What follows belongs to an exercise in optimizing a design on an open flow for small area, a short achievable clock period and few clock cycles; a production flow would make more cautious choices. No run shown here included a check of the RTL's function; only the layout flow was run. Power and IR drop assume default switching activity.

==> flow/design.v (outline; a module is shown in full before it is edited, if it fits) <==
// module tpb_codec: 308 lines
// module tpb_fmt: 20 lines
// module tpb_opd: 40 lines
// module tpb_dec: 36 lines
// module tpb_resmux: 35 lines
// module tpb_rsp: 42 lines
// module tpb_pw: 48 lines
// module tpb_mul300: 459 lines
// module tpb_divstep: 22 lines
module tpb_codec (
    input  wire        clk,
    input  wire        rst,         
    input  wire        cmd_valid,
    output wire        cmd_ready,
    input  wire [31:0] cmd_word,
    input  wire [63:0] cmd_opd,
    input  wire [15:0] cmd_flen,
    input  wire        frm_valid,
    output wire        frm_ready,
    input  wire [7:0]  frm_data,
    output wire        rsp_valid,
    output wire [7:0]  rsp_status,
    output wire [63:0] rsp_res
);
  // ...
==> flow/flow/run.sh <==
#!/bin/bash
# Layout flow: the standard flow (standard.sh, ORFS) with two settings
# that ORFS reads from the environment:
#  - BUFFER_PORTS_ARGS: the port buffers are sky130_fd_sc_hd__buf_2 cells
#    (every input and output port still gets its own buffer);
#  - CTS_ARGS: the clock tree is built as the standard flow builds it, but
#    without dummy load cells.
# The clock period, the SDC and every other step are the standard flow's.
set -euo pipefail
export BUFFER_PORTS_ARGS="-buffer_cell sky130_fd_sc_hd__buf_2"
export CTS_ARGS="-sink_clustering_enable -repair_clock_nets -dont_use_dummy_load -sink_clustering_size 24 -sink_clustering_max_diameter 60 -buf_list sky130_fd_sc_hd__clkbuf_16"
bash standard.sh > standard.log 2>&1
==> flow/standard.sh <==
#!/bin/bash
# synth_recipe.tcl (not shown) runs the flow's synth.tcl, then flattens the netlist and writes it again
# the make line also repeats each setting of config.mk as NAME=value (left out here)
make -C /OpenROAD-flow-scripts/flow DESIGN_CONFIG=/design/flow/config.mk WORK_HOME=/design/flow/orfs CLKGATE_MAP_FILE= SYNTH_SCRIPT=/design/flow/synth_recipe.tcl "${@:-finish}"
==> flow/config.mk <==
export PLATFORM = sky130hd
export DESIGN_NAME = tpb_codec
export DESIGN_NICKNAME = tpb_codec
export VERILOG_FILES = /design/flow/design.v
export SDC_FILE = /design/flow/constraint.sdc
export NUM_CORES = 8
export LEC_CHECK = 0
export ABC_AREA = 1
export CAP_MARGIN = 20
export CORE_MARGIN = 2
export CORE_UTILIZATION = 40
export CTS_BUF_LIST = sky130_fd_sc_hd__clkbuf_16
export CTS_CLUSTER_DIAMETER = 60
export CTS_CLUSTER_SIZE = 24
export SLEW_MARGIN = 20
export SYNTH_HIERARCHICAL = 1
==> flow/constraint.sdc <==
create_clock -name core_clock -period 70.0 [get_ports {clk}]
set_input_delay 14.0000 -clock core_clock [delete_from_list [all_inputs] [get_ports {clk}]]
set_output_delay 14.0000 -clock core_clock [all_outputs]
set_load 0.01 [all_outputs]
==> results.txt, run 1 <==
critical-path maximum fanout: 23
Finished Core Util: 0.4407
minimum hold slack: 254.0 ps
status: timing/DRC/antenna clean
dpl cells: 6,761
Post-Layout Cell Count: 6,863
htree depth: 3
total of warnings raised by yosys: 13
reg-to-reg endpoint: rr_q[41]$_DFF_P_
minimum clock period: 15,930 ps
Vias: 31,610
wire length per cell: 17.86 µm
Initial Util: 0.4027
layout cell share with drive strength beyond 1: 0.1146
number of cell rows: 132
CTS tree: yes
worst skew pair latency: 740 ps
worst path cell trace: buf_2 > nor2_2 > nand2_1 > nor2_2 > nand2_2 > nor2_1 > buf_4 > nand2_1 > inv_1 > inv_1 > o21ai_0 > inv_1 > o21ai_0 > a21oi_1
Die Width: 365.0 µm
Switch Pwr: 322.2 µW
Power Dens Cells: 27.41 mW/mm²
max_slew headroom: 0.2448
critical path depth: 14
Max Fclk: 0.06278 GHz
post-route cell area: 0.05706 mm²
Hold Path End: ring[65][1]$_DFF_P_
Worst EP arrival: 16,460 ps
Crit path max-delay family: simple AND/OR/NAND/NOR gates
==> inputs of run 2 (changes only) <==
==> flow/run.sh (new file) <==
#!/bin/bash
# synth_recipe.tcl (not shown) runs the flow's synth.tcl, then flattens the netlist and writes it again
# the make line also repeats each setting of config.mk as NAME=value (left out here)
make -C /OpenROAD-flow-scripts/flow DESIGN_CONFIG=/design/flow/config.mk WORK_HOME=/design/flow/orfs CLKGATE_MAP_FILE= SYNTH_SCRIPT=/design/flow/synth_recipe.tcl finish
removed: flow/flow/run.sh
removed: flow/standard.sh
==> run 2 against run 1 <==
Net effect:
- count of clock-buffer cells in the layout unchanged
- critical path depth is 6 lower
- design area up 2.6%
- global-route usage decreased by 0.21 points
- worst setup slack worse by 410 ps
- hold slack better by 45 ps
- synthesized area did not move
- sequential power about the same
- sequential share of layout area decreased by 1.6 points
==> results.txt, run 2 <==
status: timing/DRC/antenna clean
mean area per synthesized cell: 10.51 µm²
Core Area: 0.1295 mm²
Total GRT Usage: 0.1816
max cap viols: 0
reg2reg path depth: 49
commonest non-fill, non-tap cell in the layout: dfxtp_1
total chip power: 1.635 mW
Fill cells: 12,250
number of DRC markers in iteration 0: 2,407
io pins: 199
Syn Std Cell Area: 0.05214 mm²
Power Dens Cells: 27.91 mW/mm² (+1.8%)
final WL: 121,500 µm
post-synthesis cell count: 4,963
Worst EP arrival: 16,940 ps (+480 ps)
Worst Path Required: 70,600 ps
number of cell rows: 132 (unchanged)
die height: 365.0 µm
part of the power in combinational logic: 0.027
first-pass iteration count of the detailed router: 5
first-pass GRT wire length: 182,000 µm
max_slew headroom: 0.2620 (+0.01716)
most frequent CP cell: nand2_1
WS Path Type: input pin to flip-flop
gr ovfl total: 0
CP max stage delay: 620 ps
max reg flops: 1,408
Crit path max-delay family: simple AND/OR/NAND/NOR gates
DRC viols: 0
total of warnings raised by yosys: 13 (unchanged)
Worst-Margin Slew: 1105 ps
flop2flop setup slack: 56,770 ps
most frequent cells in the layout: 1,670 x dfxtp_1, 921 x nand2_1, 567 x inv_1
initial antenna violation count: 4
pin count of the biggest net entering global routing: 85
Port Buf Inserts: 172
r2r startpoint: p[10][7]$_DFF_P_
Area Growth Syn to Fin: 12.33%
DP Wirelength: 86,530 µm
Final Hold Vio Count: 0
final worst path period share: 0.2334
layout cell share with drive strength beyond 1: 0.08783 (-0.02682)
Hold Path End: ring[86][4]$_DFF_P_
hold path cells: 0
Clock Pin Slew Worst Setup and Hold Paths: 90 ps
Leak: 24.90 nW
minimum clock period: 16,340 ps (+408.5 ps)
critical-path maximum fanout: 17 (-26%)
Hold Startpoint: ring[87][4]$_DFF_P_
endpoint type of the worst setup path: flip-flop
Vias: 31,490 (-0.39%)
number of global-route vias before repair: 30,080
startpoint types: input pin
Max Fclk: 0.06121 GHz (-2.5%)
Post-Layout Cell Count: 6,912 (+0.71%)
worst path cell trace: clkdlybuf4s50_1 > nor2_2 > nand2_1 > nor2_2 > nand2_1 > nor2_1 > nand2_1 > o21ai_0
Sink Count: 1,704
Clock Root Buffer: clkbuf_16
internal power: 1.270 mW
Resized cells post-CTS: 0
Via density: 4.555
dpl cells: 6,759 (-0.030%)
cts bufs inserted: 101
reg-to-reg endpoint: rr_q[41]$_DFF_P_
worst clock skew: 80.40 ps
Setup violations, final: 0
CTS Hold Bufs: 0
buffer count from post-CTS setup fixing: 0
GPL Wtd Cong: 0.9919
Slowest-stage cell, CP: nor2_1
Die Area: 0.1332 mm²
htree depth: 3 (unchanged)
unrepaired setup endpoints after global routing: false
CTS tree: yes
Die Width: 365.0 µm (unchanged)
Largest Register: ring
sw frac: 0.2232
Hold/Removal Path Class: flip-flop to flip-flop
worst vdd ir: 0.02126 mV
clock group share of total power: 0.375
Initial Util: 0.4027 (unchanged)
CTS Buffer Depth: 3
Final #Nets: 5,398
sequential power share: 0.598
fin. max-slew vios: 0
Critical path buffers and inverters: 1
Finished Core Util: 0.4523 (+0.01163)
Post-DRT Antenna Nets: 0
wire length per cell: 17.59 µm (-1.5%)
worst skew pair latency: 760 ps (+20 ps)
post-route setup TNS: 0 ps
Regs by FF count: ring x1408, p x96, xq x66
Switch Pwr: 365.0 µW (+13%)
-- run 2: how the worst max path moves through the flow --
| stage | startpoint | to | slack (ps) | depth (start not counted) |
|---|---|---|---|---|
| floorplan | cmd_word[30] | ccnt[0]$_SDFFE_PP0P_ | 54360 | 13 |
| global placement | cmd_word[12] | p[2][2]$_DFF_P_ | 53100 | 9 |
| detailed placement | cmd_word[12] | p[2][0]$_DFF_P_ | 53090 | 9 |
| CTS | cmd_word[12] | p[2][1]$_DFF_P_ | 53830 | 8 |
| global route | cmd_word[12] | p[2][1]$_DFF_P_ | 53570 | 9 |
| finish | cmd_word[12] | p[2][1]$_DFF_P_ | 53660 | 8 |
-- run 2: layout make-up --
type	instances	area, µm²	area share
diodes	1	2.502	0.00004273
clock buffers	101	2527	0.04315
clock inverters	51	660.6	0.01128
inverters	589	2215	0.03781
multi-input cells	2525	14610	0.2495
flip-flops and latches	1704	34440	0.5881
well taps	1742	2180	0.03722
repair buffers	199	1924	0.03286
-- run 2: stage by stage --
| step | hold slack [ps] | setup WS (ps) | cell area [µm²] |
|---|---|---|---|
| 6_report | 299.2 | 53660 | 58570 |
| 5_1_grt | 298.0 | 53570 | 58570 |
| 4_1_cts | 296.1 | 53830 | 58560 |
| 3_5_place_dp | 312.1 | 53090 | 55380 |
| 3_3_place_gp | 309.6 | 53100 | 55380 |
| 2_1_floorplan | 309.6 | 54360 | 52230 |
-- run 2: routing by layer --
| layer | share of wire | wire [µm] | vias up | global-route usage |
|---|---|---|---|---|
| li1 | - | - | 15800 | - |
| met1 | 0.45 | 54460 | 14630 | 0.2381 |
| met2 | 0.46 | 55400 | 831 | 0.2963 |
| met3 | 0.058 | 7095 | 225 | 0.03629 |
| met4 | 0.038 | 4580 | 2 | 0.06778 |
| met5 | 0.000090 | 11 | - | 0 |
-- run 2: power groups by stage --
| stage | Clock, mW | Sequential, mW | Combinational [mW] |
|---|---|---|---|
| 6_report | 0.613 | 0.978 | 0.0436 |
| 5_1_grt | 0.668 | 0.978 | 0.0472 |
| 4_1_cts | 0.631 | 0.978 | 0.0436 |
| 3_5_place_dp | 0 | 1.00 | 0.0434 |
| 3_3_place_gp | 0 | 1.00 | 0.0433 |
| 2_1_floorplan | 0 | 0.999 | 0.0263 |
-- run 2: worst register-to-register path, delay by kind of cell (launching register included) --
kind / cells / cell delay [ps]
fa+ha+maj: 27 / 10660
simple gates: 12 / 1220
buf+inv: 9 / 540
flops: 1 / 530
xor+xnor: 1 / 130
==> module tpb_codec, before the edit <==
module tpb_codec (
    input  wire        clk,
    input  wire        rst,         
    input  wire        cmd_valid,
    output wire        cmd_ready,
    input  wire [31:0] cmd_word,
    input  wire [63:0] cmd_opd,
    input  wire [15:0] cmd_flen,
    input  wire        frm_valid,
    output wire        frm_ready,
    input  wire [7:0]  frm_data,
    output wire        rsp_valid,
    output wire [7:0]  rsp_status,
    output wire [63:0] rsp_res
);
    localparam [3:0] ST_OK          = 4'h0;
    localparam [3:0] ST_BAD_SYNC    = 4'h1;
    localparam [3:0] ST_BAD_SIZE    = 4'h2;
    localparam [3:0] ST_BAD_PID     = 4'h3;
    localparam [3:0] ST_BAD_ADAPT   = 4'h4;
    localparam [3:0] ST_UNKNOWN_PKT = 4'h5;
    localparam [3:0] ST_BAD_OFFSET  = 4'h6;
    localparam [3:0] ST_ILLEGAL     = 4'hD;
    localparam NR = 11;             
    localparam RL = 16;             
    localparam DIV_K   = 8;
    localparam DIV_PAD = 2;
    localparam DIV_CYC = 8;
    localparam XW      = DIV_PAD + 64;
    reg [7:0]  p [0:11];            
    reg [7:0]  ring [0:NR-1][0:RL-1];
    reg [3:0]  ph;                  
    reg [3:0]  dofs;                
    reg [6:0]  err;                 
    reg        rv_q;
    reg [3:0]  rs_q;
    reg [41:0] rr_q;
    reg        crdy_q;
    reg        frdy_q;
    reg        clr_q;
    reg [3:0]  ccnt;
    reg        in_load;
    reg [7:0]  tk;                  
    reg        fb_v;
    reg [7:0]  fb_d;
    reg        load_ok;
    reg        sp_pend;
    reg        sp_wr;
    reg [7:0]  a_idx;
    reg [7:0]  a_dat;
    reg        w_pend;
    reg [7:0]  w_idx;
    reg [7:0]  w_dat;
    reg           busy;
    reg [2:0]     ecnt;
    reg [XW-1:0]  xq;
    reg [6:0]     rem;
    assign cmd_ready  = crdy_q;
    assign frm_ready  = frdy_q;
    assign rsp_valid  = rv_q;
    assign rsp_status = {4'd0, rs_q};
    assign rsp_res    = {22'd0, rr_q};
    wire fire = cmd_valid & crdy_q;
    wire take = frm_valid & frdy_q;
    wire [1:0]  afc     = p[3][5:4];
    wire        has_af  = afc[1];
    wire        has_pl  = afc[0];
    wire [7:0]  af_len  = p[4];
    wire [12:0] pid     = {p[1][4:0], p[2]};
    wire        has_pcr = has_af & p[5][4];
    wire [41:0] pcr_rd;
    tpb_mul300 u_mul (
        .base ({p[6], p[7], p[8], p[9], p[10][7]}),
        .ext  ({p[10][0], p[11]}),
        .res  (pcr_rd)
    );
    wire [7:0] af_win_len = (af_len > 8'd183) ? 8'd183 : af_len;
    wire [8:0] pl_start   = has_af ? (9'd5 + {1'b0, af_len}) : 9'd4;
    wire [8:0] pl_off     = (pl_start > 9'd188) ? 9'd188 : pl_start;
    wire [8:0] pl_len     = 9'd188 - pl_off;
    wire [3:0] st_validate = (p[0] != 8'h47) ? ST_BAD_SYNC :
                             (has_af && af_len > 8'd183) ? ST_BAD_ADAPT : ST_OK;
    wire cls_unk = (p[0] != 8'h47) & (p[0] != 8'h80);
    wire cls_80  = (p[0] == 8'h80);
    wire [6:0] err_new;
    assign err_new[0] = rv_q && rs_q == ST_BAD_SYNC;
    assign err_new[1] = rv_q && rs_q == ST_BAD_SIZE;
    assign err_new[2] = rv_q && rs_q == ST_BAD_PID;
    assign err_new[3] = rv_q && rs_q == ST_BAD_ADAPT;
    assign err_new[4] = rv_q && rs_q == ST_UNKNOWN_PKT;
    assign err_new[5] = rv_q && rs_q == ST_BAD_OFFSET;
    assign err_new[6] = rv_q && rs_q == ST_ILLEGAL;
    wire [6:0]  err_eff  = err | err_new;
    wire [7:0] fidx  = tk - 8'd1;                   
    wire       fb_static = (fidx < 8'd12);
    wire       a_static  = (a_idx < 8'd12);
    wire [7:0] raddr = w_pend ? w_idx : (fb_v ? fidx : a_idx);
    wire [7:0] rj    = raddr - 8'd12;
    wire [3:0] rring = rj[7:4];
    wire [3:0] rslot = rj[3:0] + dofs;
    wire       at_wr = (rslot == ph);                
    wire       at_rd = (rslot[2:0] == ph[2:0]);      
    wire ld_w  = fb_v & ((fidx == 8'd0) ? (fb_d == 8'h47) : load_ok);
    wire w_go  = w_pend & at_wr & ~clr_q;
    wire sp_go = sp_pend & ~w_pend & (a_static | (~clr_q & (sp_wr ? at_wr : at_rd)));
    wire [7:0] saddr = fb_v ? fidx : a_idx;
    wire       s_we  = fb_v ? (ld_w & fb_static) : (sp_go & sp_wr & a_static);
    wire [7:0] sbus  = fb_v ? fb_d : a_dat;
    wire       r_we  = w_go | (ld_w & ~fb_static) | (sp_go & sp_wr & ~a_static);
    wire [7:0] rbus  = clr_q ? 8'd0 : (w_pend ? w_dat : (fb_v ? fb_d : a_dat));
    reg [7:0] ring_rd;
    integer ri;
    always @* begin
        ring_rd = 8'd0;
        for (ri = 0; ri < NR; ri = ri + 1)
            if (rring == ri) ring_rd = ring_rd | ((rslot[3] ^ ph[3]) ? ring[ri][8] : ring[ri][0]);
    end
    wire [7:0] static_rd = p[a_idx[3:0]];
    wire [7:0] rd_byte   = a_static ? static_rd : ring_rd;
    wire [6:0]       st_r;
    wire [DIV_K-1:0] st_q;
    tpb_divstep #(.K(DIV_K)) u_div (
        .rem_in  (rem),
        .bits    (xq[XW-1:XW-DIV_K]),
        .rem_out (st_r),
        .q       (st_q)
    );
    wire [XW-1:0] xq_next  = {xq[XW-DIV_K-1:0], st_q};
    wire          div_last = busy & (ecnt == DIV_CYC - 1);
    wire [32:0]   base_wr  = xq_next[32:0];
    wire [8:0]    ext_wr   = {st_r, xq_next[XW-1:XW-2]};
    wire clr_first = clr_q & (ccnt == 4'd0);
    reg [7:0] pn [0:11];
    integer bi;
    always @* begin
        for (bi = 0; bi < 12; bi = bi + 1) begin
            pn[bi] = p[bi];
            if (s_we && saddr[3:0] == bi) pn[bi] = sbus;
        end
        if (div_last) begin
            pn[6]  = base_wr[32:25];
            pn[7]  = base_wr[24:17];
            pn[8]  = base_wr[16:9];
            pn[9]  = base_wr[8:1];
            pn[10] = {base_wr[0], 6'b111111, ext_wr[8]};
            pn[11] = ext_wr[7:0];
        end
        if (clr_first)
            for (bi = 0; bi < 12; bi = bi + 1) pn[bi] = 8'd0;
    end
    wire [95:0] p_cur  = {p[11], p[10], p[9], p[8], p[7], p[6], p[5], p[4], p[3], p[2], p[1], p[0]};
    wire [95:0] p_slow = {pn[11], pn[10], pn[9], pn[8], pn[7], pn[6], pn[5], pn[4], pn[3], pn[2], pn[1], pn[0]};
    wire [95:0] p_d;
    wire        o_rv_d;
    wire [3:0]  o_rs_d;
    wire [41:0] o_rr_d;
    wire        L_load, L_slow, L_pcr, L_sysrst;
    wire [6:0]  err_d;
    wire        crdy_d;
    wire [9:0]  fm;
    wire [34:0] o;
    wire [37:0] dl;
    tpb_fmt u_fmt (.cmd_word(cmd_word), .cmd_flen(cmd_flen), .fm(fm));
    tpb_opd u_opd (.op(cmd_word[7:0]), .o(o));
    tpb_dec u_dec (.o(o), .fm(fm), .dl(dl));
    assign L_load   = dl[1];
    assign L_slow   = dl[4];
    assign L_pcr    = dl[12];
    assign L_sysrst = dl[15];
    wire   wrb_now  = dl[37] & ~w_pend;
    wire [41:0] res_m;
    tpb_resmux u_res (
        .o           (o),
        .p_cur       (p_cur),
        .cls_80      (cls_80),
        .af_win_len  (af_win_len),
        .pl_len      (pl_len[7:0]),
        .pl_off      (pl_off[7:0]),
        .pcr_rd      (pcr_rd),
        .err_eff     (err_eff),
        .m           (res_m)
    );
    tpb_rsp u_rsp (
        .fire        (fire),
        .dl          (dl),
        .f0_ok       (fm[1]),
        .m           (res_m),
        .st_validate (st_validate),
        .cls_unk     (cls_unk),
        .in_load     (in_load),
        .load_done   (in_load & take & (tk == 8'd187)),
        .load_ok     (load_ok),
        .sp_pend     (sp_pend),
        .sp_go       (sp_go),
        .sp_wr       (sp_wr),
        .w_pend      (w_pend),
        .rd_byte     (rd_byte),
        .rv_d        (o_rv_d),
        .rs_d        (o_rs_d),
        .rr_d        (o_rr_d)
    );
    tpb_pw u_pw (
        .fire        (fire),
        .dl          (dl),
        .imm         (cmd_word[31:16]),
        .p_cur       (p_cur),
        .p_slow      (p_slow),
        .err_eff     (err_eff),
        .crdy_hold   (busy & ~div_last),
        .p_d         (p_d),
        .err_d       (err_d),
        .crdy_d      (crdy_d)
    );
    integer rr, pp;
    always @(posedge clk) begin
        for (rr = 0; rr < NR; rr = rr + 1) begin
            for (pp = 0; pp < RL - 1; pp = pp + 1)
                ring[rr][pp] <= ring[rr][pp + 1];
            if (clr_q || (r_we && rring == rr))
                ring[rr][RL-1] <= rbus;
            else
                ring[rr][RL-1] <= ring[rr][0];
        end
        for (bi = 0; bi < 12; bi = bi + 1)
            p[bi] <= p_d[8*bi +: 8];
        ph <= ph + 4'd1;
        if (busy) begin
            xq  <= xq_next;
            rem <= st_r;
            ecnt <= ecnt + 3'd1;
            if (div_last) busy <= 1'b0;
        end else begin
            xq  <= {{DIV_PAD{1'b0}}, cmd_opd};
            rem <= 7'd0;
            ecnt <= 3'd0;
            if (fire && L_pcr) busy <= 1'b1;
        end
        if (!sp_pend) begin
            a_idx <= cmd_word[15:8];
            a_dat <= cmd_word[23:16];
            sp_wr <= cmd_word[2];
            if (fire && L_slow && !wrb_now) sp_pend <= 1'b1;
        end else if (sp_go) begin
            sp_pend <= 1'b0;
        end
        if (!w_pend) begin
            w_idx <= cmd_word[15:8];
            w_dat <= cmd_word[23:16];
            if (fire && wrb_now) w_pend <= 1'b1;
        end else if (w_go) begin
            w_pend <= 1'b0;
        end
        fb_d <= frm_data;
        fb_v <= take & in_load;
        if (take & in_load) tk <= tk1;
        if (fire && L_load) in_load <= 1'b1;
        if (fb_v && fidx == 8'd0) load_ok <= (fb_d == 8'h47);
        if (in_load && take && tk == 8'd187) in_load <= 1'b0;
        if (!in_load) tk <= 8'd0;
        if (ld_w && fidx == 8'd12) dofs <= ph;           
        if (clr_q) begin
            ccnt <= ccnt + 4'd1;
            if (ccnt == 4'd15) clr_q <= 1'b0;
        end
        if (fire && L_sysrst) begin
            clr_q  <= 1'b1;
            ccnt   <= 4'd0;
            w_pend <= 1'b0;
        end
        err <= err_d;
        rv_q <= o_rv_d;
        rs_q <= o_rs_d;
        rr_q <= o_rr_d;
        crdy_q <= crdy_d;
        frdy_q <= frdy_next;
        if (rst) begin
            ph      <= 4'd0;
            dofs    <= 4'd0;
            err     <= 7'd0;
            rv_q    <= 1'b0;
            crdy_q  <= 1'b0;
            frdy_q  <= 1'b0;
            clr_q   <= 1'b1;
            ccnt    <= 4'd0;
            w_pend  <= 1'b0;
            in_load <= 1'b0;
            tk      <= 8'd0;
            fb_v    <= 1'b0;
            load_ok <= 1'b0;
            sp_pend <= 1'b0;
            busy    <= 1'b0;
        end
    end
    wire [7:0] tk1    = tk + 8'd1;
    wire       ok_n   = (fb_v && fidx == 8'd0) ? (fb_d == 8'h47) : load_ok;
    wire [3:0] dofs_n = (ld_w && fidx == 8'd12) ? ph : dofs;
    wire [3:0] ph2    = ph + 4'd2;
    wire [7:0] tkj    = tk - 8'd12;
    wire [7:0] tk1j   = tk - 8'd11;
    wire       r_free = ~clr_q & ~w_pend;       
    wire fr_b = in_load & (tk < 8'd188) &
                ((tk < 8'd12) | ~ok_n |
                 (r_free & ((tk == 8'd12) | (ph2 == tkj[3:0] + dofs_n))));
    wire fr_a = in_load & (tk < 8'd187) &
                ((tk < 8'd11) | ~ok_n |
                 (r_free & ((tk == 8'd11) | (tk == 8'd12) | (ph2 == tk1j[3:0] + dofs_n))));
    wire frdy_next = (fire & L_load) | (take ? fr_a : fr_b);
endmodule
==> module tpb_dec, before the edit <==
module tpb_dec (
    input  wire [34:0] o,
    input  wire [9:0]  fm,
    output wire [37:0] dl
);
    wire idx_z = fm[0], f0_ok = fm[1], fx_ok = fm[2], fx8_ok = fm[3];
    wire fm4_ok = fm[4], fm2_ok = fm[5], idx_ok = fm[6], idx_ring = fm[7];
    wire pid_ok = fm[8], flen_ok = fm[9];
    wire of0 = o[0] | o[1] | o[2] | o[5] | o[6] | o[7] | o[8] | o[9] | o[10] | o[11] | o[12] | o[13] | o[14] | o[15] | o[17] | o[19] | o[21] | o[23] | o[24] | o[25] | o[26] | o[27] | o[28] | o[29] | o[30] | o[31] | o[32] | o[33] | o[34];
    wire legal = (of0 & f0_ok) | (o[3] & fx_ok) | (o[4] & fx8_ok) | (o[16] & idx_z) |
                 (o[22] & fm4_ok) | ((o[18] | o[20]) & fm2_ok);
    assign dl[0]  = ~legal;
    assign dl[1]  = o[1] & f0_ok & flen_ok;                  
    assign dl[2]  = o[1] & f0_ok & ~flen_ok;                 
    assign dl[3]  = o[2] & f0_ok;                            
    assign dl[4]  = ((o[3] & fx_ok) | (o[4] & fx8_ok)) & idx_ok;    
    assign dl[5]  = ((o[3] & fx_ok) | (o[4] & fx8_ok)) & ~idx_ok;   
    assign dl[6]  = o[5] & f0_ok;                            
    assign dl[7]  = o[16] & idx_z & pid_ok;                   
    assign dl[8]  = o[16] & idx_z & ~pid_ok;                  
    assign dl[9]  = o[18] & fm2_ok;                           
    assign dl[10] = o[20] & fm2_ok;                           
    assign dl[11] = o[22] & fm4_ok;                           
    assign dl[12] = o[30] & f0_ok;                            
    assign dl[13] = o[31] & f0_ok;                            
    assign dl[14] = o[33] & f0_ok;                            
    assign dl[15] = o[34] & f0_ok;                            
    assign dl[16] = o[7] & f0_ok;
    assign dl[17] = o[8] & f0_ok;
    assign dl[18] = o[10] & f0_ok;
    assign dl[19] = o[11] & f0_ok;
    assign dl[20] = o[13] & f0_ok;
    assign dl[21] = o[14] & f0_ok;
    assign dl[36:22] = 15'd0;
    assign dl[37] = o[4] & fx8_ok & idx_ok & idx_ring;       
endmodule
==> inputs of run 3 (changes only) <==
--- a/flow/design.v
+++ b/flow/design.v
@@ -157,59 +157,46 @@
     wire        L_load, L_slow, L_pcr, L_sysrst;
     wire [6:0]  err_d;
     wire        crdy_d;
-    wire [9:0]  fm;
-    wire [34:0] o;
     wire [37:0] dl;
-    tpb_fmt u_fmt (.cmd_word(cmd_word), .cmd_flen(cmd_flen), .fm(fm));
-    tpb_opd u_opd (.op(cmd_word[7:0]), .o(o));
-    tpb_dec u_dec (.o(o), .fm(fm), .dl(dl));
+    tpb_dec u_dec (
+        .cmd_word    (cmd_word),
+        .cmd_flen    (cmd_flen),
+        .dl          (dl)
+    );
     assign L_load   = dl[1];
     assign L_slow   = dl[4];
+    wire   wrb_now  = dl[37] & ~w_pend;
     assign L_pcr    = dl[12];
     assign L_sysrst = dl[15];
-    wire   wrb_now  = dl[37] & ~w_pend;
-    wire [41:0] res_m;
-    tpb_resmux u_res (
-        .o           (o),
+    tpb_fast u_fast (
+        .fire        (fire),
+        .imm         (cmd_word[31:16]),
+        .dl          (dl),
+        .w_pend      (w_pend),
         .p_cur       (p_cur),
+        .p_slow      (p_slow),
+        .st_validate (st_validate),
+        .cls_unk     (cls_unk),
         .cls_80      (cls_80),
         .af_win_len  (af_win_len),
         .pl_len      (pl_len[7:0]),
         .pl_off      (pl_off[7:0]),
         .pcr_rd      (pcr_rd),
         .err_eff     (err_eff),
-        .m           (res_m)
-    );
-    tpb_rsp u_rsp (
-        .fire        (fire),
-        .dl          (dl),
-        .f0_ok       (fm[1]),
-        .m           (res_m),
-        .st_validate (st_validate),
-        .cls_unk     (cls_unk),
         .in_load     (in_load),
         .load_done   (in_load & take & (tk == 8'd187)),
         .load_ok     (load_ok),
         .sp_pend     (sp_pend),
         .sp_go       (sp_go),
         .sp_wr       (sp_wr),
-        .w_pend      (w_pend),
         .rd_byte     (rd_byte),
-        .rv_d        (o_rv_d),
-        .rs_d        (o_rs_d),
-        .rr_d        (o_rr_d)
-    );
-    tpb_pw u_pw (
-        .fire        (fire),
-        .dl          (dl),
-        .imm         (cmd_word[31:16]),
-        .p_cur       (p_cur),
-        .p_slow      (p_slow),
-        .err_eff     (err_eff),
         .crdy_hold   (busy & ~div_last),
         .p_d         (p_d),
         .err_d       (err_d),
-        .crdy_d      (crdy_d)
+        .crdy_d      (crdy_d),
+        .rv_d        (o_rv_d),
+        .rs_d        (o_rs_d),
+        .rr_d        (o_rr_d)
     );
     integer rr, pp;
     always @(posedge clk) begin
@@ -306,163 +293,162 @@
                  (r_free & ((tk == 8'd11) | (tk == 8'd12) | (ph2 == tk1j[3:0] + dofs_n))));
     wire frdy_next = (fire & L_load) | (take ? fr_a : fr_b);
 endmodule
-module tpb_fmt (
+module tpb_dec (
     input  wire [31:0] cmd_word,
     input  wire [15:0] cmd_flen,
-    output wire [9:0]  fm
+    output wire [37:0] dl
 );
+    wire [7:0]  op  = cmd_word[7:0];
     wire [7:0]  idx = cmd_word[15:8];
     wire [15:0] imm = cmd_word[31:16];
     wire idx_z  = (idx == 8'd0);
     wire imm_z  = (imm == 16'd0);
-    assign fm[0] = idx_z;
-    assign fm[1] = idx_z & imm_z;                        
-    assign fm[2] = imm_z;                                
-    assign fm[3] = (imm[15:8] == 8'd0);                  
-    assign fm[4] = idx_z & (imm[15:4] == 12'd0);         
-    assign fm[5] = idx_z & (imm[15:2] == 14'd0);         
-    assign fm[6] = (idx < 8'd188);                       
-    assign fm[7] = (idx >= 8'd12);                       
-    assign fm[8] = (imm[15:13] == 3'd0);                 
-    assign fm[9] = (cmd_flen == 16'd188);
-endmodule
-module tpb_opd (
-    input  wire [7:0]  op,
-    output wire [34:0] o
-);
-    assign o[0] = (op == 8'h00);
-    assign o[1] = (op == 8'h01);
-    assign o[2] = (op == 8'h02);
-    assign o[3] = (op == 8'h03);
-    assign o[4] = (op == 8'h04);
-    assign o[5] = (op == 8'h05);
-    assign o[6] = (op == 8'h10);
-    assign o[7] = (op == 8'h11);
-    assign o[8] = (op == 8'h12);
-    assign o[9] = (op == 8'h13);
-    assign o[10] = (op == 8'h14);
-    assign o[11] = (op == 8'h15);
-    assign o[12] = (op == 8'h16);
-    assign o[13] = (op == 8'h17);
-    assign o[14] = (op == 8'h18);
-    assign o[15] = (op == 8'h20);
-    assign o[16] = (op == 8'h21);
-    assign o[17] = (op == 8'h22);
-    assign o[18] = (op == 8'h23);
-    assign o[19] = (op == 8'h24);
-    assign o[20] = (op == 8'h25);
-    assign o[21] = (op == 8'h26);
-    assign o[22] = (op == 8'h27);
-    assign o[23] = (op == 8'h28);
-    assign o[24] = (op == 8'h30);
-    assign o[25] = (op == 8'h31);
-    assign o[26] = (op == 8'h32);
-    assign o[27] = (op == 8'h33);
-    assign o[28] = (op == 8'h34);
-    assign o[29] = (op == 8'h35);
-    assign o[30] = (op == 8'h36);
-    assign o[31] = (op == 8'h37);
-    assign o[32] = (op == 8'hF0);
-    assign o[33] = (op == 8'hF1);
-    assign o[34] = (op == 8'hF2);
-endmodule
-module tpb_dec (
-    input  wire [34:0] o,
-    input  wire [9:0]  fm,
-    output wire [37:0] dl
-);
-    wire idx_z = fm[0], f0_ok = fm[1], fx_ok = fm[2], fx8_ok = fm[3];
-    wire fm4_ok = fm[4], fm2_ok = fm[5], idx_ok = fm[6], idx_ring = fm[7];
-    wire pid_ok = fm[8], flen_ok = fm[9];
-    wire of0 = o[0] | o[1] | o[2] | o[5] | o[6] | o[7] | o[8] | o[9] | o[10] | o[11] | o[12] | o[13] | o[14] | o[15] | o[17] | o[19] | o[21] | o[23] | o[24] | o[25] | o[26] | o[27] | o[28] | o[29] | o[30] | o[31] | o[32] | o[33] | o[34];
-    wire legal = (of0 & f0_ok) | (o[3] & fx_ok) | (o[4] & fx8_ok) | (o[16] & idx_z) |
-                 (o[22] & fm4_ok) | ((o[18] | o[20]) & fm2_ok);
+    wire f0_ok  = idx_z & imm_z;
+    wire fx_ok  = imm_z;
+    wire fx8_ok = (imm[15:8] == 8'd0);
+    wire fm4_ok = idx_z & (imm[15:4] == 12'd0);
+    wire fm2_ok = idx_z & (imm[15:2] == 14'd0);
+    wire idx_ok = (idx < 8'd188);
+    wire o00 = (op == 8'h00), o01 = (op == 8'h01), o02 = (op == 8'h02), o03 = (op == 8'h03);
+    wire o04 = (op == 8'h04), o05 = (op == 8'h05);
+    wire o10 = (op == 8'h10), o11 = (op == 8'h11), o12 = (op == 8'h12), o13 = (op == 8'h13);
+    wire o14 = (op == 8'h14), o15 = (op == 8'h15), o16 = (op == 8'h16), o17 = (op == 8'h17);
+    wire o18 = (op == 8'h18);
+    wire o20 = (op == 8'h20), o21 = (op == 8'h21), o22 = (op == 8'h22), o23 = (op == 8'h23);
+    wire o24 = (op == 8'h24), o25 = (op == 8'h25), o26 = (op == 8'h26), o27 = (op == 8'h27);
+    wire o28 = (op == 8'h28);
+    wire o30 = (op == 8'h30), o31 = (op == 8'h31), o32 = (op == 8'h32), o33 = (op == 8'h33);
+    wire o34 = (op == 8'h34), o35 = (op == 8'h35), o36 = (op == 8'h36), o37 = (op == 8'h37);
+    wire oF0 = (op == 8'hF0), oF1 = (op == 8'hF1), oF2 = (op == 8'hF2);
+    wire of0 = o00 | o01 | o02 | o05 | o10 | o11 | o12 | o13 | o14 | o15 | o16 | o17 | o18 |
+               o20 | o22 | o24 | o26 | o28 | o30 | o31 | o32 | o33 | o34 | o35 | o36 | o37 |
+               oF0 | oF1 | oF2;
+    wire legal = (of0 & f0_ok) | (o03 & fx_ok) | (o04 & fx8_ok) | (o21 & idx_z) |
+                 (o27 & fm4_ok) | ((o23 | o25) & fm2_ok);
+    wire flen_ok = (cmd_flen == 16'd188);
     assign dl[0]  = ~legal;
-    assign dl[1]  = o[1] & f0_ok & flen_ok;                  
-    assign dl[2]  = o[1] & f0_ok & ~flen_ok;                 
-    assign dl[3]  = o[2] & f0_ok;                            
-    assign dl[4]  = ((o[3] & fx_ok) | (o[4] & fx8_ok)) & idx_ok;    
-    assign dl[5]  = ((o[3] & fx_ok) | (o[4] & fx8_ok)) & ~idx_ok;   
-    assign dl[6]  = o[5] & f0_ok;                            
-    assign dl[7]  = o[16] & idx_z & pid_ok;                   
-    assign dl[8]  = o[16] & idx_z & ~pid_ok;                  
-    assign dl[9]  = o[18] & fm2_ok;                           
-    assign dl[10] = o[20] & fm2_ok;                           
-    assign dl[11] = o[22] & fm4_ok;                           
-    assign dl[12] = o[30] & f0_ok;                            
-    assign dl[13] = o[31] & f0_ok;                            
-    assign dl[14] = o[33] & f0_ok;                            
-    assign dl[15] = o[34] & f0_ok;                            
-    assign dl[16] = o[7] & f0_ok;
-    assign dl[17] = o[8] & f0_ok;
-    assign dl[18] = o[10] & f0_ok;
-    assign dl[19] = o[11] & f0_ok;
-    assign dl[20] = o[13] & f0_ok;
-    assign dl[21] = o[14] & f0_ok;
-    assign dl[36:22] = 15'd0;
-    assign dl[37] = o[4] & fx8_ok & idx_ok & idx_ring;       
+    assign dl[1]  = o01 & f0_ok & flen_ok;                   
+    assign dl[2]  = o01 & f0_ok & ~flen_ok;                  
+    assign dl[3]  = o02 & f0_ok;                             
+    assign dl[4]  = ((o03 & fx_ok) | (o04 & fx8_ok)) & idx_ok;    
+    assign dl[5]  = ((o03 & fx_ok) | (o04 & fx8_ok)) & ~idx_ok;   
+    assign dl[6]  = o05 & f0_ok;                             
+    assign dl[7]  = o21 & idx_z & (imm[15:13] == 3'd0);      
+    assign dl[8]  = o21 & idx_z & (imm[15:13] != 3'd0);      
+    assign dl[9]  = o23 & fm2_ok;                            
+    assign dl[10] = o25 & fm2_ok;                            
+    assign dl[11] = o27 & fm4_ok;                            
+    assign dl[12] = o36 & f0_ok;                             
+    assign dl[13] = o37 & f0_ok;                             
+    assign dl[14] = oF1 & f0_ok;                             
+    assign dl[15] = oF2 & f0_ok;                             
+    assign dl[16] = o11 & f0_ok;
+    assign dl[17] = o12 & f0_ok;
+    assign dl[18] = o14 & f0_ok;
+    assign dl[19] = o15 & f0_ok;
+    assign dl[20] = o17 & f0_ok;
+    assign dl[21] = o18 & f0_ok;
+    assign dl[22] = o10 & f0_ok;
+    assign dl[23] = o13 & f0_ok;
+    assign dl[24] = o16 & f0_ok;
+    assign dl[25] = o20 & f0_ok;
+    assign dl[26] = o22 & f0_ok;
+    assign dl[27] = o24 & f0_ok;
+    assign dl[28] = o26 & f0_ok;
+    assign dl[29] = o28 & f0_ok;
+    assign dl[30] = o30 & f0_ok;
+    assign dl[31] = o31 & f0_ok;
+    assign dl[32] = o32 & f0_ok;
+    assign dl[33] = o33 & f0_ok;
+    assign dl[34] = o34 & f0_ok;
+    assign dl[35] = o35 & f0_ok;
+    assign dl[36] = (oF0 | oF1) & f0_ok;
+    assign dl[37] = o04 & fx8_ok & idx_ok & (idx >= 8'd12);   
 endmodule
-module tpb_resmux (
-    input  wire [34:0] o,
+module tpb_fast (
+    input  wire        fire,
+    input  wire [15:0] imm,
+    input  wire [37:0] dl,           
+    input  wire        w_pend,
     input  wire [95:0] p_cur,
+    input  wire [95:0] p_slow,
+    input  wire [3:0]  st_validate,
+    input  wire        cls_unk,
     input  wire        cls_80,
     input  wire [7:0]  af_win_len,
     input  wire [7:0]  pl_len,
     input  wire [7:0]  pl_off,
     input  wire [41:0] pcr_rd,
     input  wire [6:0]  err_eff,
-    output wire [41:0] m
-);
-    wire [7:0] p1 = p_cur[15:8], p2 = p_cur[23:16], p3 = p_cur[31:24], p5 = p_cur[47:40];
-    wire       has_af  = p3[5];
-    wire       has_pl  = p3[4];
-    wire       has_pcr = has_af & p5[4];
-    wire [12:0] pid    = {p1[4:0], p2};
-    wire [13:0] err_full = {err_eff[6], 6'd0, err_eff[5:0], 1'b0};
-    assign m =
-        ({42{o[5] & cls_80}} & 42'd1) |
-        ({42{o[6]}} & {41'd0, p1[7]}) |
-        ({42{o[9]}} & {41'd0, p1[6]}) |
-        ({42{o[12]}} & {41'd0, p1[5]}) |
-        ({42{o[15]}} & {29'd0, pid}) |
-        ({42{o[17]}} & {40'd0, p3[7:6]}) |
-        ({42{o[19]}} & {40'd0, p3[5:4]}) |
-        ({42{o[21]}} & {38'd0, p3[3:0]}) |
-        ({42{o[23]}} & {41'd0, (pid == 13'h1FFF)}) |
-        ({42{o[24]}} & {41'd0, has_af}) |
-        ({42{o[25]}} & {41'd0, has_pl}) |
-        ({42{o[26] & has_af}} & {26'd0, af_win_len, 8'd5}) |
-        ({42{o[27] & has_pl}} & {26'd0, pl_len, pl_off}) |
-        ({42{o[28]}} & {41'd0, has_pcr}) |
-        ({42{o[29] & has_pcr}} & pcr_rd) |
-        ({42{o[32] | o[33]}} & {28'd0, err_full});
-endmodule
-module tpb_rsp (
-    input  wire        fire,
-    input  wire [37:0] dl,
-    input  wire        f0_ok,
-    input  wire [41:0] m,
-    input  wire [3:0]  st_validate,
-    input  wire        cls_unk,
     input  wire        in_load,
     input  wire        load_done,
     input  wire        load_ok,
     input  wire        sp_pend,
     input  wire        sp_go,
     input  wire        sp_wr,
-    input  wire        w_pend,
     input  wire [7:0]  rd_byte,
+    input  wire        crdy_hold,
+    output reg  [95:0] p_d,
+    output wire [6:0]  err_d,
+    output wire        crdy_d,
     output reg         rv_d,
     output reg  [3:0]  rs_d,
     output reg  [41:0] rr_d
 );
-    wire ill = dl[0], L_load = dl[1], L_loadbad = dl[2], L_val = dl[3];
-    wire L_slow = dl[4], L_offbad = dl[5], L_cls = dl[6], L_pidbad = dl[8];
+    wire [7:0] p0 = p_cur[7:0],   p1 = p_cur[15:8],  p3 = p_cur[31:24];
+    wire [7:0] p2 = p_cur[23:16], p4 = p_cur[39:32], p5 = p_cur[47:40];
+    wire       has_af  = p3[5];
+    wire       has_pl  = p3[4];
+    wire       has_pcr = has_af & p5[4];
+    wire [12:0] pid    = {p1[4:0], p2};
+    wire ill       = dl[0];
+    wire L_load    = dl[1];
+    wire L_loadbad = dl[2];
+    wire L_val     = dl[3];
+    wire L_slow    = dl[4];
+    wire L_offbad  = dl[5];
+    wire L_cls     = dl[6];
+    wire L_pid     = dl[7];
+    wire L_pidbad  = dl[8];
+    wire L_tsc     = dl[9];
+    wire L_afc     = dl[10];
+    wire L_cc      = dl[11];
+    wire L_pcr     = dl[12];
+    wire L_clrpcr  = dl[13] & has_af;
+    wire L_clrerr  = dl[14];
+    wire L_sysrst  = dl[15];
+    wire L_tei_s   = dl[16], L_tei_c = dl[17];
+    wire L_pus_s   = dl[18], L_pus_c = dl[19];
+    wire L_tp_s    = dl[20], L_tp_c  = dl[21];
+    wire s_tei = dl[22], s_pus = dl[23], s_tp = dl[24], s_pid = dl[25];
+    wire s_tsc = dl[26], s_afc = dl[27], s_cc = dl[28], s_null = dl[29];
+    wire s_haf = dl[30], s_hpl = dl[31];
+    wire s_afs = dl[32], s_pls = dl[33], s_hpcr = dl[34], s_gpcr = dl[35], s_err = dl[36];
     wire [3:0] f_st;
     assign f_st[0] = (L_val & st_validate[0]) | (L_cls & cls_unk) | L_pidbad | ill;
     assign f_st[1] = L_loadbad | L_offbad | L_pidbad;
     assign f_st[2] = (L_val & st_validate[2]) | (L_cls & cls_unk) | L_offbad | ill;
     assign f_st[3] = ill;
+    wire [13:0] err_full = {err_eff[6], 6'd0, err_eff[5:0], 1'b0};
+    wire [41:0] f_res =
+        ({42{L_cls & cls_80}} & 42'd1) |
+        ({42{s_tei}} & {41'd0, p1[7]}) |
+        ({42{s_pus}} & {41'd0, p1[6]}) |
+        ({42{s_tp}}  & {41'd0, p1[5]}) |
+        ({42{s_pid}} & {29'd0, pid}) |
+        ({42{s_tsc}} & {40'd0, p3[7:6]}) |
+        ({42{s_afc}} & {40'd0, p3[5:4]}) |
+        ({42{s_cc}}  & {38'd0, p3[3:0]}) |
+        ({42{s_null}} & {41'd0, (pid == 13'h1FFF)}) |
+        ({42{s_haf}} & {41'd0, has_af}) |
+        ({42{s_hpl}} & {41'd0, has_pl}) |
+        ({42{s_afs & has_af}} & {26'd0, af_win_len, 8'd5}) |
+        ({42{s_pls & has_pl}} & {26'd0, pl_len, pl_off}) |
+        ({42{s_hpcr}} & {41'd0, has_pcr}) |
+        ({42{s_gpcr & has_pcr}} & pcr_rd) |
+        ({42{s_err}} & {28'd0, err_full});
+    assign err_d  = (fire & (L_clrerr | L_sysrst)) ? 7'd0 : err_eff;
+    assign crdy_d = ~((fire & (L_pcr | L_sysrst)) | crdy_hold);
     always @* begin
         if (in_load) begin
             rv_d = load_done;
@@ -475,30 +461,9 @@
         end else begin
             rv_d = fire & ~L_load & ~(L_slow & ~(dl[37] & ~w_pend));
             rs_d = f_st;
-            rr_d = {42{f0_ok}} & m;
+            rr_d = f_res;
         end
     end
-endmodule
-module tpb_pw (
-    input  wire        fire,
-    input  wire [37:0] dl,
-    input  wire [15:0] imm,
-    input  wire [95:0] p_cur,
-    input  wire [95:0] p_slow,
-    input  wire [6:0]  err_eff,
-    input  wire        crdy_hold,
-    output reg  [95:0] p_d,
-    output wire [6:0]  err_d,
-    output wire        crdy_d
-);
-    wire has_af = p_cur[29];
-    wire [7:0] p4 = p_cur[39:32];
-    wire L_pid = dl[7], L_tsc = dl[9], L_afc = dl[10], L_cc = dl[11];
-    wire L_pcr = dl[12], L_clrpcr = dl[13] & has_af, L_clrerr = dl[14], L_sysrst = dl[15];
-    wire L_tei_s = dl[16], L_tei_c = dl[17], L_pus_s = dl[18], L_pus_c = dl[19];
-    wire L_tp_s = dl[20], L_tp_c = dl[21];
-    assign err_d  = (fire & (L_clrerr | L_sysrst)) ? 7'd0 : err_eff;
-    assign crdy_d = ~((fire & (L_pcr | L_sysrst)) | crdy_hold);
     always @* begin
         p_d = p_slow;
         if (fire) begin
--- a/flow/config.mk
+++ b/flow/config.mk
@@ -9,8 +9,5 @@
 export CAP_MARGIN = 20
 export CORE_MARGIN = 2
 export CORE_UTILIZATION = 40
-export CTS_BUF_LIST = sky130_fd_sc_hd__clkbuf_16
-export CTS_CLUSTER_DIAMETER = 60
-export CTS_CLUSTER_SIZE = 24
 export SLEW_MARGIN = 20
 export SYNTH_HIERARCHICAL = 1
==> run 3 against run 2 <==
Net effect:
- critical path type unchanged
- hold slack lost 3.4 ps
- cell count grew 0.36%
- highest routed layer is now met4
- register-to-register slack improved by 150 ps
- core utilization grew 1.6 points
- die area fell by 0.54%
- first-iteration DRC count grew 0.25%
- sequential cell count stayed put
- still clean
- power increased by 16%
- non-clock buffer count is 4 higher
- via count up 1.0%
- sequential power hardly changed
==> results.txt, run 3 <==
Via density: 4.584 (+0.64%)
Area contributors post-synth: dfxtp_1 65%, nand2_1 6.5%, inv_1 3.5%, ha_1 2.4%, fa_1 2.1%
DP Wirelength: 90,380 µm (+4.5%)
number of cell rows: 132 (unchanged)
internal power: 1.490 mW (+17%)
Resized cells post-CTS: 0 (unchanged)
cts bufs inserted: 156 (+54%)
Core Area: 0.1292 mm² (-0.25%)
final WL: 127,100 µm (+4.6%)
initial antenna violation count: 4 (unchanged)
first-pass iteration count of the detailed router: 6 (+1)
wire length per cell: 18.33 µm (+4.2%)
layout cell share with drive strength beyond 1: 0.1140 (+0.02615)
Sink Count: 1,704 (unchanged)
Die Width: 364.0 µm (-0.27%)
status: timing/DRC/antenna clean
post-synthesis cell count: 4,851 (-2.3%)
worst clock skew: 49.09 ps (-31.31 ps)
Initial Util: 0.4015 (-0.001179)
Largest Register: ring
htree depth: 4 (+1)
Area Growth Syn to Fin: 16.75%
Max Fclk: 0.05852 GHz (-4.4%)
Total GRT Usage: 0.1919 (+0.01031)
WS Path Type: input pin to flip-flop
Die Area: 0.1325 mm² (-0.54%)
pin count of the biggest net entering global routing: 74 (-13%)
Worst Path Required: 70,690 ps (+90 ps)
Fill cells: 12,080 (-1.5%)
r2r startpoint: p[10][7]$_DFF_P_
Leak: 25.84 nW (+3.8%)
first-pass GRT wire length: 190,500 µm (+4.7%)
sequential power share: 0.518 (-0.080)
post-synth top area cell: dfxtp_1
mean area per synthesized cell: 10.69 µm² (+1.7%)
Finished Core Util: 0.4687 (+0.01642)
Power Dens Cells: 31.25 mW/mm² (+12%)
Final Hold Vio Count: 0 (unchanged)
Final #Nets: 5,348 (-0.93%)
Vias: 31,800 (+1.0%)
CP Launch Point: cmd_word[10]
number of synthesized flops with an enable pin: 33
Hold/Removal Path Class: flip-flop to flip-flop
Worst-Margin Slew: 1105 ps (+0.5867 ps)
Port Buf Inserts: 172 (unchanged)
Clock Pin Slew Worst Setup and Hold Paths: 60 ps (-30 ps)
count of different cell masters after synthesis: 74
worst vdd ir: 0.03020 mV (+42%)
clock group share of total power: 0.459 (+0.084)
max reg flops: 1,408 (unchanged)
buffer count from post-CTS setup fixing: 0 (unchanged)
Worst EP arrival: 17,780 ps (+840 ps)
total of warnings raised by yosys: 12 (-1)
commonest non-fill, non-tap cell in the layout: dfxtp_1
gr ovfl total: 0 (unchanged)
dpl cells: 6,654 (-1.6%)
Switch Pwr: 401.7 µW (+10%)
die height: 364.0 µm (-0.27%)
unrepaired setup endpoints after global routing: false
minimum clock period: 17,090 ps (+749.6 ps)
ys async rst share: 0
count leader, synth: dfxtp_1
sw frac: 0.2123 (-0.01094)
DRC viols: 0 (unchanged)
most frequent cells in the layout: 1,670 x dfxtp_1, 892 x nand2_1, 486 x inv_1
final worst path period share: 0.2441 (+0.01071)
flop2flop setup slack: 56,920 ps (+150 ps)
part of the power in combinational logic: 0.023 (-0.004)
max cap viols: 0 (unchanged)
endpoint type of the worst setup path: flip-flop
Post-DRT Antenna Nets: 0 (unchanged)
Clock Root Buffer: clkbuf_16
critical-path maximum fanout: 28 (+11)
GPL Wtd Cong: 0.9834 (-0.86%)
Regs by FF count: ring x1408, p x96, xq x66
CTS tree: yes
number of global-route vias before repair: 31,150 (+3.6%)
CTS Hold Bufs: 0 (unchanged)
Post-Layout Cell Count: 6,937 (+0.36%)
number of synthesized register bits: 1,704
CTS Buffer Depth: 3 (unchanged)
Commonest cells post-synth: 1,671 x dfxtp_1, 892 x nand2_1, 486 x inv_1, 265 x nor2_1, 214 x nand3_1
startpoint types: input pin
worst skew pair latency: 780 ps (+20 ps)
fin. max-slew vios: 0 (unchanged)
top cell type's share of synthesized area: 0.6451
Syn Std Cell Area: 0.05185 mm² (-0.55%)
max_slew headroom: 0.2616 (-0.0003920)
io pins: 199 (unchanged)
Setup violations, final: 0 (unchanged)
number of DRC markers in iteration 0: 2,413 (+0.25%)
sequential-to-total area share from yosys stat: 0.6643
total chip power: 1.892 mW (+16%)
post-route setup TNS: 0 ps (unchanged)
Top FF cell, synth: dfxtp_1
Hold Startpoint: ring[93][5]$_DFF_P_
## run 3: cell type report
type	count	area, µm²	share of cell area
multi-input combinational	2488	14650	0.2420
inverter	517	1944	0.03212
sequential	1704	34440	0.5690
timing repair buffer	203	1954	0.03228
clock buffer	225	4587	0.07577
antenna	1	2.502	0.00004134
tap	1742	2180	0.03600
clock inverter	57	775.7	0.01281
## run 3: kinds of logic (layout without fill, tap and decap cells)
logic type,after synthesis,in the layout,share of synthesized area
xor+xnor,63,63,0.01231
mux,90,90,0.01940
buf+inv,684,1002,0.05516
other cells,1,27,0.00007232
flops,1704,1704,0.6643
fa+ha+maj,154,154,0.04498
compound gates,577,577,0.06744
simple gates,1578,1578,0.1364
## run 3: per-stage QoR
stage | hold slack [ps] | instance area [µm²] | setup slack, ps
after global placement | 309.6 | 55170 | 52240
after floorplan | 309.6 | 51950 | 54440
final | 295.8 | 60540 | 52910
after CTS | 294.0 | 60540 | 53010
after detailed placement | 312.1 | 55170 | 52190
after global routing | 303.8 | 60540 | 52700
## run 3: final timing paths
check        depth (start not counted)                  end
max                                 12      rr_q[7]$_DFF_P_
min                                  0  ring[92][5]$_DFF_P_
max reg2reg                         47     rr_q[41]$_DFF_P_
min reg2reg                          0  ring[92][5]$_DFF_P_
## run 3: Yosys stat by module, one instance, submodules excluded, excerpt
module / flip-flops and latches / times used
tpb_codec: 1704 / 1
tpb_mul300: 0 / 1
tpb_dec: 0 / 1
tpb_fast: 0 / 1
## run 3: per-layer routing
metal | vias to the layer above | global-route usage | routed length, µm
met5 | - | 0 | 0
met4 | 0 | 0.07892 | 4823
met3 | 240 | 0.03883 | 7417
met2 | 907 | 0.3036 | 56410
met1 | 14900 | 0.2563 | 58490
li1 | 15760 | - | -
## run 3: power by group through the flow
stage	registers (mW)	clock network (mW)	logic, mW
after detailed placement	1.00	0	0.0443
after global routing	0.979	0.927	0.0482
final	0.980	0.868	0.0445
after global placement	1.00	0	0.0442
after floorplan	0.999	0	0.0268
after CTS	0.980	0.887	0.0444
## run 3: worst max-delay path: stages
cell,delay [ps]
clkdlybuf4s50_1,460
nor2_1,660
nand2_1,240
nor2_2,340
nand3_2,500
inv_2,220
nand2_4,90
nor3_1,280
nand3_4,330
clkinv_2,330
nand2_2,80
a211oi_2,210
==> inputs of run 4 (changes only) <==
--- a/flow/config.mk
+++ b/flow/config.mk
@@ -9,5 +9,8 @@
 export CAP_MARGIN = 20
 export CORE_MARGIN = 2
 export CORE_UTILIZATION = 40
+export CTS_BUF_LIST = sky130_fd_sc_hd__clkbuf_16
+export CTS_CLUSTER_DIAMETER = 60
+export CTS_CLUSTER_SIZE = 24
 export SLEW_MARGIN = 20
 export SYNTH_HIERARCHICAL = 1
==> run 4 against run 3 <==
Net effect:
- count of clock-buffer cells in the layout shrank 124
- global-route usage shrank 0.37 points
- clock skew grew 9.3 ps
- fmax shrank 0.15%
- worst setup slack lost 26 ps
- clock power shrank about 30%
==> results.txt, run 4 <==
status: timing/DRC/antenna clean
Sink Count: 1,704 (unchanged)
pin count of the biggest net entering global routing: 74 (unchanged)
ys async rst share: 0 (unchanged)
first-pass iteration count of the detailed router: 6 (unchanged)
layout cell share with drive strength beyond 1: 0.09407 (-0.01991)
final WL: 125,200 µm (-1.6%)
post-route setup TNS: 0 ps (unchanged)
Via density: 4.637 (+1.1%)
fin. max-slew vios: 0 (unchanged)
Top FF cell, synth: dfxtp_1
Leak: 24.72 nW (-4.3%)
number of DRC markers in iteration 0: 2,495 (+3.4%)
final worst path period share: 0.2445 (+0.0003643)
count of different cell masters after synthesis: 74 (unchanged)
initial antenna violation count: 6 (+2)
gr ovfl total: 0 (unchanged)
Regs by FF count: ring x1408, p x96, xq x66
Area contributors post-synth: dfxtp_1 65%, nand2_1 6.5%, inv_1 3.5%, ha_1 2.4%, fa_1 2.1%
Slowest-stage cell, CP: nor2_1
Commonest cells post-synth: 1,671 x dfxtp_1, 892 x nand2_1, 486 x inv_1, 265 x nor2_1, 214 x nand3_1
total of warnings raised by yosys: 12 (unchanged)
minimum clock period: 17,110 ps (+25.50 ps)
Worst EP arrival: 17,760 ps (-20 ps)
Clock Root Buffer: clkbuf_16
WS Path Type: input pin to flip-flop
post-synthesis cell count: 4,851 (unchanged)
max_slew headroom: 0.2712 (+0.009561)
post-synth top area cell: dfxtp_1
DRC viols: 0 (unchanged)
M2 GR Usage: 0.2959 (-0.007656)
endpoint type of the worst setup path: flip-flop
first-pass GRT wire length: 187,200 µm (-1.8%)
top cell type's share of synthesized area: 0.6451 (unchanged)
cts bufs inserted: 100 (-36%)
max reg flops: 1,408 (unchanged)
CTS tree: yes
Worst-Margin Slew: 1091 ps (-14.31 ps)
Post-Layout Cell Count: 6,803 (-1.9%)
met3 Use GR: 0.03417 (-0.004658)
Port Buf Inserts: 172 (unchanged)
number of global-route vias before repair: 30,340 (-2.6%)
number of synthesized flops with an enable pin: 33 (unchanged)
wire length per cell: 18.40 µm (+0.39%)
Max Fclk: 0.05844 GHz (-0.15%)
Hold/Removal Path Class: flip-flop to flip-flop
worst clock skew: 58.38 ps (+9.292 ps)
Area Growth Syn to Fin: 12.39%
worst skew pair latency: 740 ps (-40 ps)
Total GRT Usage: 0.1882 (-0.003663)
Worst Path Required: 70,650 ps (-40 ps)
mean area per synthesized cell: 10.69 µm² (unchanged)
Core Area: 0.1292 mm² (unchanged)
commonest non-fill, non-tap cell in the layout: dfxtp_1
number of synthesized register bits: 1,704 (unchanged)
GPL Wtd Cong: 0.9834 (unchanged)
Vias: 31,540 (-0.81%)
htree depth: 3 (-1)
Crit path max-delay family: simple AND/OR/NAND/NOR gates
dpl cells: 6,654 (unchanged)
flop2flop setup slack: 56,870 ps (-50 ps)
startpoint types: input pin
Clock Pin Slew Worst Setup and Hold Paths: 90 ps (+30 ps)
io pins: 199 (unchanged)
buffer count from post-CTS setup fixing: 0 (unchanged)
CTS Hold Bufs: 0 (unchanged)
Die Area: 0.1325 mm² (unchanged)
worst path cell trace: clkdlybuf4s50_1 > nor2_1 > nand2_1 > nor2_2 > nand3_2 > inv_2 > nand2_4 > nor3_1 > nand3_4 > clkinv_2 > nand2_2 > a211oi_2
Resized cells post-CTS: 0 (unchanged)
CP max stage delay: 630 ps (-30 ps)
critical-path maximum fanout: 28 (unchanged)
minimum hold slack: 280.1 ps (-15.72 ps)
Syn Std Cell Area: 0.05185 mm² (unchanged)
CTS Buffer Depth: 3 (unchanged)
die height: 364.0 µm (unchanged)
Largest Register: ring
worst vdd ir: 0.01876 mV (-38%)
Post-DRT Antenna Nets: 0 (unchanged)
count leader, synth: dfxtp_1
Die Width: 364.0 µm (unchanged)
Setup violations, final: 0 (unchanged)
Final #Nets: 5,292 (-1.0%)
Final Hold Vio Count: 0 (unchanged)
sequential-to-total area share from yosys stat: 0.6643 (unchanged)
max cap viols: 0 (unchanged)
busiest grt layer: met2
Power Dens Cells: 28.01 mW/mm² (-10%)
unrepaired setup endpoints after global routing: false
Critical path buffers and inverters: 3 (unchanged)
DP Wirelength: 90,380 µm (unchanged)
number of cell rows: 132 (unchanged)
most frequent cells in the layout: 1,670 x dfxtp_1, 892 x nand2_1, 490 x inv_1
Initial Util: 0.4015 (unchanged)
M1 GR Usage: 0.2566 (+0.0002958)
Fill cells: 12,310 (+1.9%)
run 4: where the power goes:
group / leakage, nW / switching [mW] / internal (mW)
Combinational: 9.36 / 0.0287 / 0.0157
Clock: 1.53 / 0.327 / 0.282
Sequential: 13.8 / 0.00362 / 0.975
Total: 24.7 / 0.359 / 1.27
run 4: cells by family (layout without fill, tap and decap cells):
| kind of cell | Yosys count | in the layout | synth area share |
|---|---|---|---|
| adders and majority gates | 154 | 154 | 0.04498 |
| buffers and inverters | 684 | 868 | 0.05516 |
| muxes | 90 | 90 | 0.01940 |
| AOI/OAI and AO/OA | 577 | 577 | 0.06744 |
| xor gates and xnor gates | 63 | 63 | 0.01231 |
| DFF | 1704 | 1704 | 0.6643 |
| and+or+nand+nor | 1578 | 1578 | 0.1364 |
| other | 1 | 27 | 0.00007232 |
run 4: Yosys stat by module, one instance, submodules excluded, a selection:
module	flops+latches	cell area (µm²)	cells	times used
tpb_codec	1704	44040	3519	1
tpb_mul300	0	2940	364	1
tpb_fast	0	2048	466	1
tpb_dec	0	884.6	187	1
run 4: layout make-up:
| cell class | instances | area, µm² | area share |
|---|---|---|---|
| multi-input cells | 2488 | 14650 | 0.2514 |
| inverters | 517 | 1944 | 0.03336 |
| diodes | 1 | 2.502 | 0.00004294 |
| clock inverters | 47 | 574.3 | 0.009854 |
| well taps | 1742 | 2180 | 0.03740 |
| flip-flops and latches | 1704 | 34440 | 0.5910 |
| clock buffers | 101 | 2527 | 0.04337 |
| repair buffers | 203 | 1954 | 0.03354 |
run 4: metal layers:
layer | vias up | wire (µm)
met5 | - | 0
met4 | 0 | 5296
met3 | 233 | 7043
met1 | 14860 | 57850
li1 | 15560 | -
met2 | 893 | 54980
run 4: stage by stage:
stage | util | total power, mW | setup WS [ps] | cell area [µm²]
final | 0.4512 | 1.632 | 52890 | 58280
after global placement | 0.4272 | 1.046 | 52240 | 55170
after floorplan | - | 1.026 | 54440 | 51950
after detailed placement | 0.4272 | 1.046 | 52190 | 55170
after CTS | 0.4512 | 1.650 | 52960 | 58280
after global routing | 0.4512 | 1.689 | 52640 | 58280
run 4: worst paths after layout:
kind | from | to | cells after the start
max reg2reg | p[10][7]$_DFF_P_ | rr_q[41]$_DFF_P_ | 47
max | cmd_word[10] | rr_q[7]$_DFF_P_ | 12
min reg2reg | ring[85][3]$_DFF_P_ | ring[84][3]$_DFF_P_ | 0
min | ring[85][3]$_DFF_P_ | ring[84][3]$_DFF_P_ | 0

[separate check: timing with driven ports]
How much do the figures lean on ideal ports? The routed layouts below were timed once more, with nothing changed but the port constraints.
Step 1 (the two cells are an assumption about what drives the block):
set clk [get_ports {clk}]
set_driving_cell -lib_cell sky130_fd_sc_hd__clkbuf_16 $clk
set_driving_cell -lib_cell sky130_fd_sc_hd__buf_2 [delete_from_list [all_inputs] $clk]
Step 2 times the ports against the registers' clock, not the clock port: input delays grow and output delays shrink by t, the midpoint of the rising clock arrivals with the driver on.
Slacks: no drivers / after step 1 / after step 2; pairs: no drivers / after step 1.
run | t (ns) | setup WS [ns] | hold slack, ns | slew at the worst register clock pin (ns)
run 1 | 0.750 | 54.071 / 54.118 / 53.368 | 0.254 / 0.254 / 0.254 | 0.09 / 0.09
run 2 | 0.786 | 53.663 / 53.713 / 52.927 | 0.299 / 0.299 / 0.299 | 0.09 / 0.09
run 3 | 0.834 | 52.913 / 52.957 / 52.124 | 0.296 / 0.296 / 0.296 | 0.07 / 0.07
run 4 | 0.789 | 52.888 / 52.937 / 52.148 | 0.280 / 0.280 / 0.280 | 0.09 / 0.09
After both steps every run listed still meets setup and hold. For run 3, which loses most, drivers alone change the setup slack by +0.044 ns; drivers and shift together by -0.789 ns.
